This is an optimization exercise on Yosys and OpenROAD, whose aim is small area, a short achievable clock period and few clock cycles per item, not a production implementation. Function was checked by simulation only, so behaviour that the tests miss may differ from the original. Power and IR drop assume default switching activity.

## payload_parser
module payload_parser (
    input  wire        clk,
    input  wire        rst,        
    input  wire        we,
    input  wire [6:0]  addr,
    input  wire [31:0] wdata,
    output reg  [31:0] rdata,
    output wire        irq
);
make LEC_CHECK=0 ABC_CLOCK_PERIOD_IN_PS=5000 CAP_MARGIN=20 CORE_MARGIN=2 CORE_UTILIZATION=40 SETUP_SLACK_MARGIN=5 SLEW_MARGIN=20 SYNTH_MEMORY_MAX_BITS=8192 finish   # period 12.5 ns
run.sh (not shown) runs the stock make flow with config.mk's settings and CLKGATE_MAP_FILE= SYNTH_SCRIPT=/design/flow/synth_recipe.tcl, a recipe that flattens the netlist after the stock synthesis.
The baseline completed without violations.
Testbench counts at the start, summed over its fixed seeds: cycles 17,608, items 480.
Edit:
--- a/flow/design.v
+++ b/flow/design.v
@@ -23,25 +23,23 @@
         if (load) begin
             rem <= en ? {1'b0, praw[15:12]} : 5'd0;
             q   <= en ? {praw[11:0], 16'h000C} : 28'd0;
         end else if (run) begin
             rem <= m[2];
             q   <= {q[25:0], qb};
         end
     end
 endmodule
 module pp_lnlut (
     input  wire [7:0]         h,
-    output wire [28:0]        tva,       
-    output wire [28:0]        kna,
-    output wire               fixa,
+    output wire [28:0]        v,         
     output wire signed [27:0] lnlut      
 );
     reg  [2:0]  s;
     reg  [7:0]  m;
     always @(*) begin
         casez (h)
             8'b1???????: begin s = 3'd0; m = h;               end
             8'b01??????: begin s = 3'd1; m = {h[6:0], 1'b0};  end
             8'b001?????: begin s = 3'd2; m = {h[5:0], 2'b0};  end
             8'b0001????: begin s = 3'd3; m = {h[4:0], 3'b0};  end
             8'b00001???: begin s = 3'd4; m = {h[3:0], 4'b0};  end
@@ -200,27 +198,26 @@
     always @(*) begin
         case (h[6:0])
             7'd9: fix = 1'b1;
             7'd17: fix = 1'b1;
             7'd18: fix = 1'b1;
             7'd36: fix = 1'b1;
             7'd95: fix = 1'b1;
             7'd99: fix = 1'b1;
             default: fix = 1'b0;
         endcase
     end
-    wire clamp = (h < 8'd3);
-    assign tva   = clamp ? 29'd218436497 : tv;
-    assign kna   = clamp ? 29'd0 : kn;
-    assign fixa  = ~clamp & fix & ~h[7];
-    assign lnlut = $signed({1'b0, tva + kna + {28'd0, fixa}}) - 30'sd295698432;
+    wire [28:0] vn    = tv + kn + {28'd0, fix & ~h[7]};
+    wire        clamp = (h < 8'd3);
+    assign v     = clamp ? 29'd218436497 : vn;
+    assign lnlut = $signed({1'b0, v}) - 30'sd295698432;
 endmodule
 module pp_dewpoint (
     input  wire               clk,
     input  wire               rst,
     input  wire               start,      
     input  wire signed [15:0] t_in,       
     input  wire [7:0]         h_in,       
     output wire               fin,        
     output wire               pstep,      
     output wire [24:0]        dew0,       
     output wire [24:0]        dew1,
@@ -239,25 +236,24 @@
     reg  [60:0]  y;                 
     reg  [W-1:0] s, c;
     reg  [49:0]  r;                 
     reg          sn;                
     reg          pq;                
     reg  [R-1:0] bpos, bneg;        
     reg          ylast;             
     wire [23:0]  qp = r[23:0];      
     wire [23:0]  qn = r[47:24];
     wire [W-1:0] yx = {{(W-61){y[60]}}, y};
     wire [W-1:0] rw = {{(W-50){1'b0}}, r};
-    wire [28:0] tva, kna;
-    wire        fixa;
-    pp_lnlut u_lut (.h(h_in), .tva(tva), .kna(kna), .fixa(fixa), .lnlut());
+    wire [28:0] v_in;
+    pp_lnlut u_lut (.h(h_in), .v(v_in), .lnlut());
     wire [21:0] d = $signed({{6{t_in[15]}}, t_in}) * 22'sd25 + 22'sd1555456;
     function [1:0] next_digit;       
         input [W-1:0] sj, cj, aj;
         input         nj;
         reg   [W-1:0] u, v, so, co;
         reg   [3:0]   e;
         begin
             u  = {sj[W-2:0], 1'b0};
             v  = {cj[W-2:0], 1'b0};
             so = u ^ v ^ aj;
             co = {((u & v) | (u & aj) | (v & aj)), 1'b0} | {{(W-1){1'b0}}, nj};
@@ -294,25 +290,23 @@
             s2 = {rs[j][W-2:0], 1'b0};
             c2 = {rc[j][W-2:0], 1'b0};
             a  = ({W{pos[R-1-j]}} & yx) | ({W{neg[R-1-j]}} & ~yx);
             rs[j+1] = s2 ^ c2 ^ a;
             rc[j+1] = {((s2 & c2) | (s2 & a) | (c2 & a)), 1'b0} | {{(W-1){1'b0}}, neg[R-1-j]};
         end
     end
     reg  [W-1:0] xa, xb, xc;
     reg          cin;
     always @(*) begin
         xa = rs[1];  xb = rc[1];  xc = {W{1'b0}};  cin = 1'b0;      
-        if (!run) begin                                                   
-            xa = {34'd0, tva};  xb = {34'd0, kna};  cin = fixa;
-        end else case (k)
+        case (k)
             5'd1:     begin xa = {rw[W-2:0], 1'b0}; xb = rw; end                           
             5'd2:     begin xa = {rw[W-6:0], 5'd0}; xb = {rw[W-5:0], 4'd0}; xc = ~rw; cin = 1'b1; end  
             K_N:      begin xa = {rs[1][W-2:0], 1'b0}; xb = {rc[1][W-2:0], 1'b0};   
                             xc = {W{ylast}} & yx; end                          
             K_Q0 - 2: begin xa = {rw[W-22:0], 21'd0}; xb = ~yx; cin = 1'b1; end    
             K_Q0 - 1: begin xa = {rw[W-5:0], 4'd0}; xb = {rw[W-4:0], 3'd0}; xc = rw; end  
             default: ;
         endcase
     end
     wire [W-1:0] xs = xa ^ xb ^ xc;
     wire [W-1:0] xk = {((xa & xb) | (xa & xc) | (xb & xc)), 1'b0};
@@ -355,23 +349,23 @@
             k   <= 5'd1;
         end else if (run) begin
             k <= k + 5'd1;
             if (k == K_FIN) run <= 1'b0;
         end
         bpos <= nb & ~{R{nneg}};
         bneg <= nb & {R{nneg}};
         ylast <= d[0];
         if (!run) begin
             sn <= 1'b0;
             r  <= {28'd0, d};
-            y  <= {32'd0, sum[28:0]};
+            y  <= {32'd0, v_in};
             s  <= -C0A[W-1:0];
             c  <= {W{1'b0}};
             pq <= 1'b0;
         end else begin
             pq <= (kn >= K_Q0) && (kn <= K_FIN);
             if (k == K_N) begin
                 s <= {W{1'b0}};
                 c <= {W{1'b0}};
             end else begin
                 s <= rs[R];
                 c <= rc[R];
What happened: Core utilization came out lower by 2.9 points. Worst setup slack improved by 0.38 ns. Non-clock buffer count came out lower by 187. Maximum frequency came out higher by 5.1%. Global-route usage came out lower by 3.4 points. Die area came out higher by 0.52%. Final cell count came out lower by 2.4%. Combinational power came out higher by 8.2%. Wire length came out lower by 11%. Final area came out lower by 5.1%. Via count came out lower by 3.7%. Synthesized area came out higher by 0.52%. Worst hold slack got worse by 0.010 ns.
Testbench counts after the change, summed over its fixed seeds: cycles 17,608, items 480.

what the ideal ports hide:
In the flow no input, the clock included, has a driving cell. The finished layouts below were timed again as built, in two steps. Step 1: set_driving_cell puts a clkbuf_16 on clk and a buf_2 on each other input, an assumption about the parent block. Step 2 also shifts input and output timing later by t, the mid clock arrival at the registers, as if the neighbouring blocks saw the same clock. Three values: ideal, step 1, step 2; two values: the first two.
| run | shift t [ns] | setup WS [ns] | worst hold slack (ns) | clock arrival spread, ns |
|---|---|---|---|---|
| the first run | 0.769 | 4.570 / 4.570 / 4.570 | 0.447 / 0.447 / 0.447 | 0.049 / 0.048 |
| the second run | 0.745 | 4.952 / 4.932 / 4.932 | 0.437 / 0.437 / 0.437 | 0.058 / 0.058 |
After both steps every run listed still meets setup and hold. For the second run, which loses most, drivers alone change the setup slack by -0.020 ns; drivers and shift together by -0.020 ns.
